What follows belongs to an exercise in optimizing a design on an open flow for small area, a short achievable clock period and few clock cycles; a production flow would make more cautious choices. For this run, only the layout was checked, not whether the RTL still works. Power figures rest on the tool's default switching activity, not on a simulated workload.

==> flow/design.v <==
module usbasp_seq (
    input  wire        clk,
    input  wire        rst,
    input  wire        req_valid,
    output wire        req_ready,
    input  wire [1:0]  req_kind,       
    input  wire [63:0] req_data,       
    input  wire [3:0]  req_len,        
    output reg         rsp_valid,
    output reg  [2:0]  rsp_code,
    output reg  [3:0]  rsp_len,
    output wire [63:0] rsp_data,
    output wire        tgt_valid,
    input  wire        tgt_ready,
    output reg  [4:0]  tgt_op,
    output wire [31:0] tgt_addr,
    output wire [63:0] tgt_wdata,
    output wire [3:0]  tgt_len,
    input  wire [63:0] tgt_rdata,
    input  wire        rx_evt,
    input  wire [7:0]  rx_byte,
    input  wire        tx_evt,
    output wire        line_tx_valid,
    output reg  [7:0]  line_tx_data,
    output reg         chan_en,
    output reg         rx_irq_en,
    output reg         tx_irq_en,
    output reg  [15:0] cfg_baud,
    output reg  [5:0]  cfg_mode
);
    localparam [2:0] R_REPLY = 3'd0, R_MOREPKT = 3'd1, R_DATA = 3'd2,
                     R_MORE  = 3'd3, R_DONE    = 3'd4, R_NOTREADY = 3'd5;
    localparam [4:0] E_ISP_CONNECT    = 5'd1,
                     E_ISP_DISCONNECT = 5'd2,
                     E_ISP_XFER       = 5'd3,
                     E_ISP_ENTERPROG  = 5'd4,
                     E_ISP_SETSCK     = 5'd5,
                     E_ISP_RDFLASH    = 5'd6,
                     E_ISP_RDEEPROM   = 5'd7,
                     E_ISP_WRFLASH_I  = 5'd8,
                     E_ISP_WRFLASH_P  = 5'd9,
                     E_ISP_FLUSHPAGE  = 5'd10,
                     E_ISP_WREEPROM   = 5'd11,
                     E_TPI_CONNECT    = 5'd12,
                     E_TPI_DISCONNECT = 5'd13,
                     E_TPI_RECV       = 5'd14,
                     E_TPI_SEND       = 5'd15,
                     E_TPI_RDBLOCK    = 5'd16,
                     E_TPI_WRBLOCK    = 5'd17;
    localparam [1:0] SUB_FLASH = 2'd0, SUB_EEPROM = 2'd1, SUB_TPI = 2'd2, SUB_UART = 2'd3;
    reg         busy;         
    reg         tv;           
    reg         cmd;          
    reg         ring;         
    reg  [4:0]  cev;          
    reg  [3:0]  idx;          
    reg  [3:0]  cnt;          
    reg         flush_ph;     
    reg  [63:0] dbuf;         
    reg  [3:0]  op;
    reg  [31:0] cursor;
    reg  [15:0] remaining;
    reg  [11:0] page_size;
    reg  [15:0] page_counter;
    reg         blk_last;
    reg         long_mode;
    reg  [7:0]  rxq [0:14];   
    reg  [3:0]  rxc;          
    reg  [7:0]  txq [0:14];   
    reg  [3:0]  txc;
    assign rsp_data  = dbuf;
    assign req_ready = !busy;
    assign tgt_valid = tv;
    assign tgt_addr  = cursor;
    assign tgt_len   = cnt;
    wire        rx_empty = (rxc == 4'd0);
    wire        rx_full  = (rxc == 4'd15);
    wire        tx_empty = (txc == 4'd0);
    wire        tx_full  = (txc == 4'd15);
    reg  [7:0]  rx_head;
    integer j;
    always @(*) begin
        rx_head      = rxq[0];
        line_tx_data = txq[0];
        for (j = 2; j <= 15; j = j + 1) begin
            if (rxc == j) rx_head      = rxq[j-1];
            if (txc == j) line_tx_data = txq[j-1];
        end
    end
    assign line_tx_valid = tx_evt && tx_irq_en && !tx_empty;
    reg  [7:0]  bsel;
    always @(*) begin
        case (idx[2:0])
            3'd0: bsel = dbuf[7:0];
            3'd1: bsel = dbuf[15:8];
            3'd2: bsel = dbuf[23:16];
            3'd3: bsel = dbuf[31:24];
            3'd4: bsel = dbuf[39:32];
            3'd5: bsel = dbuf[47:40];
            3'd6: bsel = dbuf[55:48];
            default: bsel = dbuf[63:56];
        endcase
    end
    assign tgt_wdata = {dbuf[63:16], idx[0] ? dbuf[23:16] : dbuf[15:8], bsel};
    always @(*) begin
        if (cmd)
            tgt_op = cev;
        else case (op[2:0])
            {1'b0, SUB_FLASH}:  tgt_op = E_ISP_RDFLASH;
            {1'b0, SUB_EEPROM}: tgt_op = E_ISP_RDEEPROM;
            {1'b0, SUB_TPI}:    tgt_op = E_TPI_RDBLOCK;
            {1'b1, SUB_FLASH}:  tgt_op = flush_ph ? E_ISP_FLUSHPAGE :
                                         (page_size == 12'd0) ? E_ISP_WRFLASH_I : E_ISP_WRFLASH_P;
            {1'b1, SUB_EEPROM}: tgt_op = E_ISP_WREEPROM;
            default:            tgt_op = E_TPI_WRBLOCK;
        endcase
    end
    wire        acc     = req_valid && !busy;
    wire [7:0]  opcode  = req_data[7:0];
    wire [15:0] addr16  = req_data[23:8];
    wire [7:0]  param_a = req_data[31:24];
    wire [7:0]  param_b = req_data[39:32];
    wire [15:0] len16   = req_data[55:40];
    wire        op_read  = op[3] && !op[2];
    wire        op_write = op[3] &&  op[2];
    wire        uart_op  = (op[1:0] == SUB_UART);
    wire        rem_hi0  = (remaining[15:4] == 12'd0);
    wire        rem_nz   = (remaining != 16'd0);
    wire        rem_one  = rem_hi0 && (remaining[3:0] == 4'd1);
    wire [3:0]  k_req  = (rem_hi0 && remaining[3:0] < req_len) ? remaining[3:0] : req_len;
    wire        k_nz   = (req_len != 4'd0) && rem_nz;
    wire        r_more    = (idx != cnt);
    wire        last_byte = (idx + 4'd1 == cnt);
    wire        can_pop   = r_more && !rx_empty;
    wire        can_push  = r_more && !tx_full;
    wire        urx_on    = busy && ring && !op[2];
    wire        utx_on    = busy && ring &&  op[2];
    wire        pop_done  = !can_pop  || last_byte || rxc == 4'd1;
    wire        push_done = !can_push || last_byte || txc == 4'd14;
    wire [3:0]  pop_len   = can_pop ? idx + 4'd1 : idx;
    wire        push_zero = can_push ? rem_one : !rem_nz;
    wire        do_pop    = urx_on && can_pop;
    wire        do_push   = utx_on && can_push;
    wire        rx_push   = rx_evt && rx_irq_en && !rx_full;
    wire        tx_pop    = tx_evt && tx_irq_en && !tx_empty;
    wire        ev_acc    = tv && tgt_ready;
    wire        paged     = (page_size != 12'd0);
    wire [15:0] pc_dec    = paged ? (page_counter - 16'd1) : page_counter;
    wire        page_full = paged && (page_counter == 16'd1);
    wire [15:0] pc_next   = page_full ? {4'd0, page_size} : pc_dec;
    wire        forced    = rem_one && blk_last && !page_full && (pc_dec != {4'd0, page_size});
    wire [2:0]  wlane     = cmd ? idx[2:0] - 3'd1 : idx[2:0];
    wire [7:0]  wbyte     = ring ? rx_head : (cmd && cev == E_ISP_SETSCK) ? 8'd0 : tgt_rdata[7:0];
    wire        wr_byte   = do_pop || (ev_acc && (cmd || op[2:1] == 2'b00));
    integer i;
    always @(posedge clk) begin
        if (rx_push) begin
            rxq[0] <= rx_byte;
            for (i = 1; i < 15; i = i + 1)
                rxq[i] <= rxq[i-1];
        end
        if (do_push) begin
            txq[0] <= bsel;
            for (i = 1; i < 15; i = i + 1)
                txq[i] <= txq[i-1];
        end
    end
    wire        setup_acc = acc && req_kind == 2'd0;
    wire        caps_acc  = setup_acc && opcode == 8'd127;
    wire        free_acc  = setup_acc && opcode == 8'd66;
    wire        tpi_rd    = ev_acc && !cmd && op[2:0] == {1'b0, SUB_TPI};
    always @(posedge clk) begin
        if (caps_acc)
            dbuf[31:0] <= 32'h0000_0041;
        else if (free_acc)
            dbuf[15:0] <= {4'd0, ~txc, 8'd0};
        else if (acc && !req_kind[0])
            dbuf <= req_data;
        else if (tpi_rd)
            dbuf <= tgt_rdata;
        else if (wr_byte)
            dbuf[wlane*8 +: 8] <= wbyte;
    end
    always @(posedge clk) begin
        rsp_valid <= 1'b0;
        if (rx_push)
            rxc <= rxc + 4'd1;
        if (tx_evt && tx_irq_en) begin
            if (!tx_empty)
                txc <= txc - 4'd1;
            else
                tx_irq_en <= 1'b0;
        end
        if (acc) begin
            busy     <= 1'b1;
            cmd      <= 1'b0;
            ring     <= 1'b0;
            idx      <= 4'd0;
            cnt      <= k_req;
            flush_ph <= 1'b0;
            if (req_kind == 2'd0) begin
                cmd  <= 1'b1;
                idx  <= 4'd1;
                case (opcode)
                    8'd1:  begin cev <= E_ISP_CONNECT;    tv <= 1'b1; end
                    8'd2:  begin cev <= E_ISP_DISCONNECT; tv <= 1'b1; end
                    8'd3:  begin cev <= E_ISP_XFER;       tv <= 1'b1; end
                    8'd5:  begin cev <= E_ISP_ENTERPROG;  tv <= 1'b1; end
                    8'd10: begin cev <= E_ISP_SETSCK;     tv <= 1'b1; end
                    8'd11: begin cev <= E_TPI_CONNECT;    tv <= 1'b1; end
                    8'd12: begin cev <= E_TPI_DISCONNECT; tv <= 1'b1; end
                    8'd13: begin cev <= E_TPI_RECV;       tv <= 1'b1; end
                    8'd14: begin cev <= E_TPI_SEND;       tv <= 1'b1; end
                    8'd9: begin
                        cursor    <= req_data[39:8];
                        long_mode <= 1'b1;
                        busy <= 1'b0; rsp_valid <= 1'b1; rsp_code <= R_REPLY; rsp_len <= 4'd0;
                    end
                    8'd4, 8'd7, 8'd6, 8'd8, 8'd15, 8'd16: begin
                        if (!long_mode)
                            cursor <= {16'd0, addr16};
                        remaining <= len16;
                        case (opcode)
                            8'd4:  op <= {2'b10, SUB_FLASH};
                            8'd7:  op <= {2'b10, SUB_EEPROM};
                            8'd15: op <= {2'b10, SUB_TPI};
                            8'd16: op <= {2'b11, SUB_TPI};
                            8'd8: begin
                                op        <= {2'b11, SUB_EEPROM};
                                page_size <= 12'd0;
                                blk_last  <= 1'b0;
                            end
                            default: begin
                                op        <= {2'b11, SUB_FLASH};
                                page_size <= {param_b[7:4], param_a};
                                blk_last  <= param_b[1];
                                if (param_b[0])
                                    page_counter <= {4'd0, param_b[7:4], param_a};
                            end
                        endcase
                        busy <= 1'b0; rsp_valid <= 1'b1; rsp_code <= R_MOREPKT; rsp_len <= 4'd0;
                    end
                    8'd64, 8'd65: begin
                        remaining <= len16;
                        op        <= opcode[0] ? {2'b10, SUB_UART} : {2'b11, SUB_UART};
                        busy <= 1'b0; rsp_valid <= 1'b1; rsp_code <= R_MOREPKT; rsp_len <= 4'd0;
                    end
                    8'd60: begin
                        rxc       <= 4'd0;
                        txc       <= 4'd0;
                        cfg_baud  <= addr16;
                        cfg_mode  <= param_a[5:0];
                        chan_en   <= 1'b1;
                        rx_irq_en <= 1'b1;
                        tx_irq_en <= 1'b0;
                        busy <= 1'b0; rsp_valid <= 1'b1; rsp_code <= R_REPLY; rsp_len <= 4'd0;
                    end
                    8'd61: begin
                        txc  <= 4'd0;
                        busy <= 1'b0; rsp_valid <= 1'b1; rsp_code <= R_REPLY; rsp_len <= 4'd0;
                    end
                    8'd62: begin
                        rxc  <= 4'd0;
                        busy <= 1'b0; rsp_valid <= 1'b1; rsp_code <= R_REPLY; rsp_len <= 4'd0;
                    end
                    8'd63: begin
                        chan_en   <= 1'b0;
                        rx_irq_en <= 1'b0;
                        tx_irq_en <= 1'b0;
                        busy <= 1'b0; rsp_valid <= 1'b1; rsp_code <= R_REPLY; rsp_len <= 4'd0;
                    end
                    8'd66: begin
                        busy <= 1'b0; rsp_valid <= 1'b1; rsp_code <= R_REPLY; rsp_len <= 4'd2;
                    end
                    8'd127: begin
                        busy <= 1'b0; rsp_valid <= 1'b1; rsp_code <= R_REPLY; rsp_len <= 4'd4;
                    end
                    default: begin
                        busy <= 1'b0; rsp_valid <= 1'b1; rsp_code <= R_REPLY; rsp_len <= 4'd0;
                    end
                endcase
            end else if (req_kind == 2'd1) begin
                if (!op_read) begin
                    busy <= 1'b0; rsp_valid <= 1'b1; rsp_code <= R_NOTREADY; rsp_len <= 4'd0;
                end else if (uart_op) begin
                    ring <= 1'b1;
                end else if (!k_nz) begin
                    op[3] <= 1'b0;
                    busy  <= 1'b0; rsp_valid <= 1'b1; rsp_code <= R_DATA; rsp_len <= 4'd0;
                end else
                    tv <= 1'b1;
            end else begin
                if (!op_write) begin
                    busy <= 1'b0; rsp_valid <= 1'b1; rsp_code <= R_NOTREADY; rsp_len <= 4'd0;
                end else if (uart_op) begin
                    ring <= 1'b1;
                end else if (!k_nz) begin
                    if (!rem_nz) begin
                        op[3] <= 1'b0; rsp_code <= R_DONE;
                    end else
                        rsp_code <= R_MORE;
                    busy <= 1'b0; rsp_valid <= 1'b1;
                end else
                    tv <= 1'b1;
            end
        end
        if (urx_on) begin
            if (can_pop) begin
                rxc       <= rxc - 4'd1;
                remaining <= remaining - 16'd1;
                idx       <= idx + 4'd1;
            end
            if (pop_done) begin
                busy      <= 1'b0;
                rsp_valid <= 1'b1;
                rsp_code  <= R_DATA;
                rsp_len   <= pop_len;
                if (pop_len != 4'd8)
                    op[3] <= 1'b0;
            end
        end
        if (utx_on) begin
            if (can_push) begin
                txc       <= txc + 4'd1;
                tx_irq_en <= 1'b1;
                remaining <= remaining - 16'd1;
                idx       <= idx + 4'd1;
            end
            if (push_done) begin
                busy      <= 1'b0;
                rsp_valid <= 1'b1;
                rsp_code  <= push_zero ? R_DONE : R_MORE;
                if (push_zero)
                    op[3] <= 1'b0;
            end
        end
        if (ev_acc) begin
            if (cmd) begin
                case (cev)
                    E_ISP_XFER: begin
                        idx <= idx + 4'd1;
                        if (idx == 4'd4) begin
                            tv <= 1'b0; busy <= 1'b0; rsp_valid <= 1'b1;
                            rsp_code <= R_REPLY; rsp_len <= 4'd4;
                        end
                    end
                    E_ISP_ENTERPROG, E_TPI_RECV, E_ISP_SETSCK: begin
                        tv <= 1'b0; busy <= 1'b0; rsp_valid <= 1'b1;
                        rsp_code <= R_REPLY; rsp_len <= 4'd1;
                    end
                    E_ISP_DISCONNECT, E_TPI_DISCONNECT: begin
                        op[3]     <= 1'b0;
                        long_mode <= 1'b0;
                        tv <= 1'b0; busy <= 1'b0; rsp_valid <= 1'b1;
                        rsp_code <= R_REPLY; rsp_len <= 4'd0;
                    end
                    default: begin
                        tv <= 1'b0; busy <= 1'b0; rsp_valid <= 1'b1;
                        rsp_code <= R_REPLY; rsp_len <= 4'd0;
                    end
                endcase
            end else begin
                case (op[2:0])
                    {1'b0, SUB_TPI}: begin
                        cursor    <= cursor + {28'd0, cnt};
                        remaining <= remaining - {12'd0, cnt};
                        tv <= 1'b0; busy <= 1'b0; rsp_valid <= 1'b1;
                        rsp_code <= R_DATA; rsp_len <= cnt;
                        if (cnt != 4'd8) op[3] <= 1'b0;
                    end
                    {1'b1, SUB_TPI}: begin
                        cursor    <= cursor + {28'd0, cnt};
                        remaining <= remaining - {12'd0, cnt};
                        tv <= 1'b0; busy <= 1'b0; rsp_valid <= 1'b1;
                        if (rem_hi0 && remaining[3:0] == cnt) begin
                            op[3] <= 1'b0; rsp_code <= R_DONE;
                        end else
                            rsp_code <= R_MORE;
                    end
                    {1'b1, SUB_FLASH}: begin
                        if (!flush_ph) begin
                            page_counter <= pc_next;
                            remaining    <= remaining - 16'd1;
                        end
                        if (!flush_ph && (page_full || forced)) begin
                            flush_ph <= 1'b1;
                        end else begin
                            flush_ph <= 1'b0;
                            cursor   <= cursor + 32'd1;
                            idx      <= idx + 4'd1;
                            if (last_byte) begin
                                tv <= 1'b0; busy <= 1'b0; rsp_valid <= 1'b1;
                                if (flush_ph ? !rem_nz : rem_one) begin
                                    op[3] <= 1'b0; rsp_code <= R_DONE;
                                end else
                                    rsp_code <= R_MORE;
                            end
                        end
                    end
                    {1'b1, SUB_EEPROM}: begin
                        remaining <= remaining - 16'd1;
                        cursor    <= cursor + 32'd1;
                        idx       <= idx + 4'd1;
                        if (last_byte) begin
                            tv <= 1'b0; busy <= 1'b0; rsp_valid <= 1'b1;
                            if (rem_one) begin
                                op[3] <= 1'b0; rsp_code <= R_DONE;
                            end else
                                rsp_code <= R_MORE;
                        end
                    end
                    default: begin  
                        cursor    <= cursor + 32'd1;
                        remaining <= remaining - 16'd1;
                        idx       <= idx + 4'd1;
                        if (last_byte) begin
                            tv <= 1'b0; busy <= 1'b0; rsp_valid <= 1'b1;
                            rsp_code <= R_DATA; rsp_len <= cnt;
                            if (cnt != 4'd8) op[3] <= 1'b0;
                        end
                    end
                endcase
            end
        end
        if (rst) begin
            busy      <= 1'b0;
            tv        <= 1'b0;
            rsp_valid <= 1'b0;
            op[3]     <= 1'b0;
            long_mode <= 1'b0;
            rxc       <= 4'd0;
            txc       <= 4'd0;
            chan_en   <= 1'b0;
            rx_irq_en <= 1'b0;
            tx_irq_en <= 1'b0;
        end
    end
endmodule
==> flow/run.sh <==
#!/bin/bash
# synth_recipe.tcl (not shown) runs the flow's synth.tcl, then flattens the netlist and writes it again
# the make line also repeats each setting of config.mk as NAME=value (left out here)
make -C /OpenROAD-flow-scripts/flow DESIGN_CONFIG=/design/flow/config.mk WORK_HOME=/design/flow/orfs CLKGATE_MAP_FILE= SYNTH_SCRIPT=/design/flow/synth_recipe.tcl finish
==> flow/config.mk <==
export PLATFORM = sky130hd
export DESIGN_NAME = usbasp_seq
export DESIGN_NICKNAME = usbasp_seq
export VERILOG_FILES = /design/flow/design.v
export SDC_FILE = /design/flow/constraint.sdc
export NUM_CORES = 4
export LEC_CHECK = 0
export CAP_MARGIN = 20
export CORE_MARGIN = 2
export CORE_UTILIZATION = 55
export PLACE_DENSITY = 0.7
export SETUP_SLACK_MARGIN = 3.8
export SLEW_MARGIN = 20
==> flow/constraint.sdc <==
create_clock -name core_clock -period 8.0 [get_ports {clk}]
set_input_delay 1.6000 -clock core_clock [delete_from_list [all_inputs] [get_ports {clk}]]
set_output_delay 1.6000 -clock core_clock [all_outputs]
set_load 0.01 [all_outputs]
==> summary.txt <==
Total GRT Usage -> 40.80%
Clock transition at path regs -> 70 ps
Slowest cell on crit path -> dfxtp_4
detailed-router iteration count before antenna repair -> 9
Die Y -> 219.7 um
TNS Setup -> 0 ps
Final ANT Viol Nets -> 0
met2 usage -> 63.26%
clock period minus final worst setup slack -> 4680 ps
CTS tree -> yes
initial DRC count -> 3,911
Slew Limit Fails -> 0
cells after synthesis -> 2,737
clock latency (worst-skew pair) -> 620 ps
data arrival time of the worst path -> 3080 ps
Final Power -> 6.328 mW
VDD IR max -> 0.2387 mV
Ys Warns -> 3
Die W -> 219.7 um
Internal -> 4.475 mW
syn avg cell area -> 9.352 um2
CTS Sinks -> 443
DR vias -> 25,850
final setup fails -> 0
Post-synth top cells -> 320 x edfxtp_1, 242 x nor2_1, 239 x nand2_1
WHS -> 446.4 ps
Slew @ Worst Pin -> 1184 ps
clock network fraction of total power -> 38.0%
sequential share of the synthesized area -> 47.16%
grt total ovfl -> 0
initial antenna violation count -> 5
Reg power frac -> 43.4%
Synth area leader -> edfxtp_1
Yosys cell types -> 88
CP Class -> flop to output port
first-pass GRT wire length -> 148,900 um
Post-layout nets -> 3,207
mapped cell area -> 25,600 um2
Setup Skew -> 21.43 ps
Wirelength per Cell -> 27.78 um
Primary FF master, synth -> edfxtp_1
fin area -> 32,400 um2
async set-or-reset flop fraction in the synthesized netlist -> 0%
CP cell instances -> inv_4 > ha_4 > inv_8 > nor3_4 > buf_6 > buf_6 > mux2i_4 > o21ai_2 > o21a_1 > nor2_2 > o221ai_2 > a21oi_2 > o22ai_2 > buf_2
EDFF count, synth -> 320
number of I/O port buffers -> 360
Avg Vias per Cell -> 7.025
cts bufs inserted -> 49
outcome -> finished clean
switch share -> 29.29%
crit-path max cell delay -> 370 ps
FP Rows -> 79
DRC Markers -> 0
Max Clk Rate -> 213.7 MHz
final WL -> 102,200 um
Post-DP HPWL -> 71,540 um
initial core utilization -> 55.33%
slew margin rel. -> 20.46%
Hold WC Path Type -> flop to flop
power per cell area -> 195.3 nW/um2
Die ar. -> 48,280 um2
GRT Max-Usage Layer -> met2
Placement Cell Area -> 29,270 um2
Yosys reg bits -> 443
layout cells sized above 1 -> 12.63%
crit end category -> output port
vias in the first global route -> 23,780
Final period util -> 58.50%
area growth from synthesis to layout -> 26.60%
pin count of the biggest net entering global routing -> 95
NetSw -> 1.853 mW
RSZ-0062 raised after global routing -> true
core region area -> 46,260 um2
GR Layer Usage met1 -> 52.46%
Leakage Power -> 11.01 nW
IO Pins -> 361
global-route met3 utilization -> 10.88%
CTS Buffer Depth -> 3
Synth top area share -> 37.54%
top cells by area, synth -> edfxtp_1 38%, dfxtp_1 9.6%, a21oi_1 3.7%, nor2_1 3.5%, o21ai_0 3.5%
H-tree levels -> 2
Fin. Hold Viols -> 0
Comb power frac -> 18.7%
max_cap viols -> 0
CP Max Fanout -> 6
most common cell in the synthesized netlist -> edfxtp_1
Req. time, crit path -> 6400 ps
delay-heaviest family, CP -> compound AO/OA/AOI/OAI gates
syn nets -> 2,921
routability cong. -> 1.021
CTS Hold Bufs -> 0
Worst setup SP type -> flop
CTS Root Cell -> clkbuf_16
crit path buf inv count -> 5
most frequent CP cell -> buf_6
==> logic make-up (layout without fill, tap and decap cells) <==
| kind of cell | after synthesis | in the layout | synth area share [%] |
|---|---|---|---|
| DFF | 443 | 443 | 47.16 |
| other | 0 | 8 | 0 |
| xor gates and xnor gates | 77 | 77 | 2.747 |
| buffers and inverters | 299 | 622 | 5.162 |
| muxes | 51 | 51 | 2.082 |
| and+or+nand+nor | 932 | 936 | 17.72 |
| adders and majority gates | 36 | 36 | 1.818 |
| AOI/OAI and AO/OA | 899 | 899 | 23.31 |
==> cell type report <==
class                   count  area (um2)
clock inverters            31       390.4
flip-flops and latches    443       12100
fillers                  3510       13850
repair buffers            469        4566
diodes                      8       20.02
inverters                  61       249.0
multi-input cells        1999       13020
well taps                 607       759.5
clock buffers              61        1301
==> layer usage <==
layer	vias to the layer above	part of all wire (%)
met2	2031	45
met3	387	13
li1	11090	-
met4	0	6.0
met1	12340	36
met5	-	0
==> flip-flops by register name, summed over array words and instances (netlist names), 3 cells and up <==
signal        flops
cev               4
rxc               4
idx               4
cfg_mode          6
rsp_len           4
rsp_code          3
txq             120
remaining        16
txc               4
cfg_baud         16
op                4
rxq             120
page_size        12
dbuf             64
page_counter     16
cursor           32
cnt               4
==> through the flow <==
stage / utilization [%] / setup WS, ps / std cells
after CTS: 69.25 / 3335 / 3658
after floorplan: - / 3834 / 2737
final: 70.05 / 3320 / 3679
after global placement: 63.23 / 2403 / 3503
after detailed placement: 63.27 / 2170 / 3504
after global routing: 70.01 / 3233 / 3672
==> timing repair <==
item | in CTS | in global routing
gates cloned | 4 | 0
setup endpoints to repair | 216 | 174
pin swaps | 54 | 20
setup buffers | 58 | 13
gates resized for setup | 220 | 59
==> cell usage in the layout (no fill, tap or decap), drive strengths merged, types with 32 or more instances in the layout <==
cell,instances
clkdlybuf4s50,333
edfxtp,320
nor2,243
nand2,239
o21ai,210
a21oi,189
buf,124
dfxtp,123
nor3,117
a221oi,84
nand3,84
o22ai,74
clkbuf,62
inv,61
o221ai,56
a22oi,52
xnor2,43
nor4,36
a31oi,35
ha,34
and3,33
and2,33
mux2i,33
xor2,32
==> final timing paths <==
path                 from              end  slack, ps  cells after the start
min             txq[5][3]        txq[6][3]        450                      0
max                txc[0]  line_tx_data[7]       3320                     14
max reg2reg  remaining[7]       cursor[10]       3910                      8
min reg2reg     txq[5][3]        txq[6][3]        450                      0
==> power groups by stage <==
| stage | Clock (mW) | Combinational [mW] | Sequential (mW) |
|---|---|---|---|
| 2_1_floorplan | 0 | 0.600 | 2.70 |
| 3_3_place_gp | 0 | 1.07 | 2.78 |
| 3_5_place_dp | 0 | 1.09 | 2.78 |
| 4_1_cts | 2.40 | 1.13 | 2.73 |
| 5_1_grt | 2.49 | 1.25 | 2.74 |
| 6_report | 2.40 | 1.18 | 2.74 |

separate check: timing with driven ports:
No port has a modelled driver above. Below, the same layout with a new extraction and two added sets of constraints.
Step 1 sets driving cells, clkbuf_16 on the clock port and buf_2 on the other inputs (assumed; they add their load-dependent delay and slew).
Step 2 times the ports against the registers' clock, not the clock port: input delays grow and output delays shrink by t, the midpoint of the rising clock arrivals with the driver on.
Three values: ideal ports, drivers, drivers and shift; two values: the first two.
t, ns: 0.673
slack for setup (ns): 3.320 / 3.259 / 3.253
slew at the worst register clock pin (ns): 0.07 / 0.07
worst data-port slew with drivers (ns): 0.11
pins driven straight from the clock port: 1
After both steps this run still meets setup and hold. The setup slack of this run moves by -0.061 ns with the drivers and by -0.067 ns with both steps.
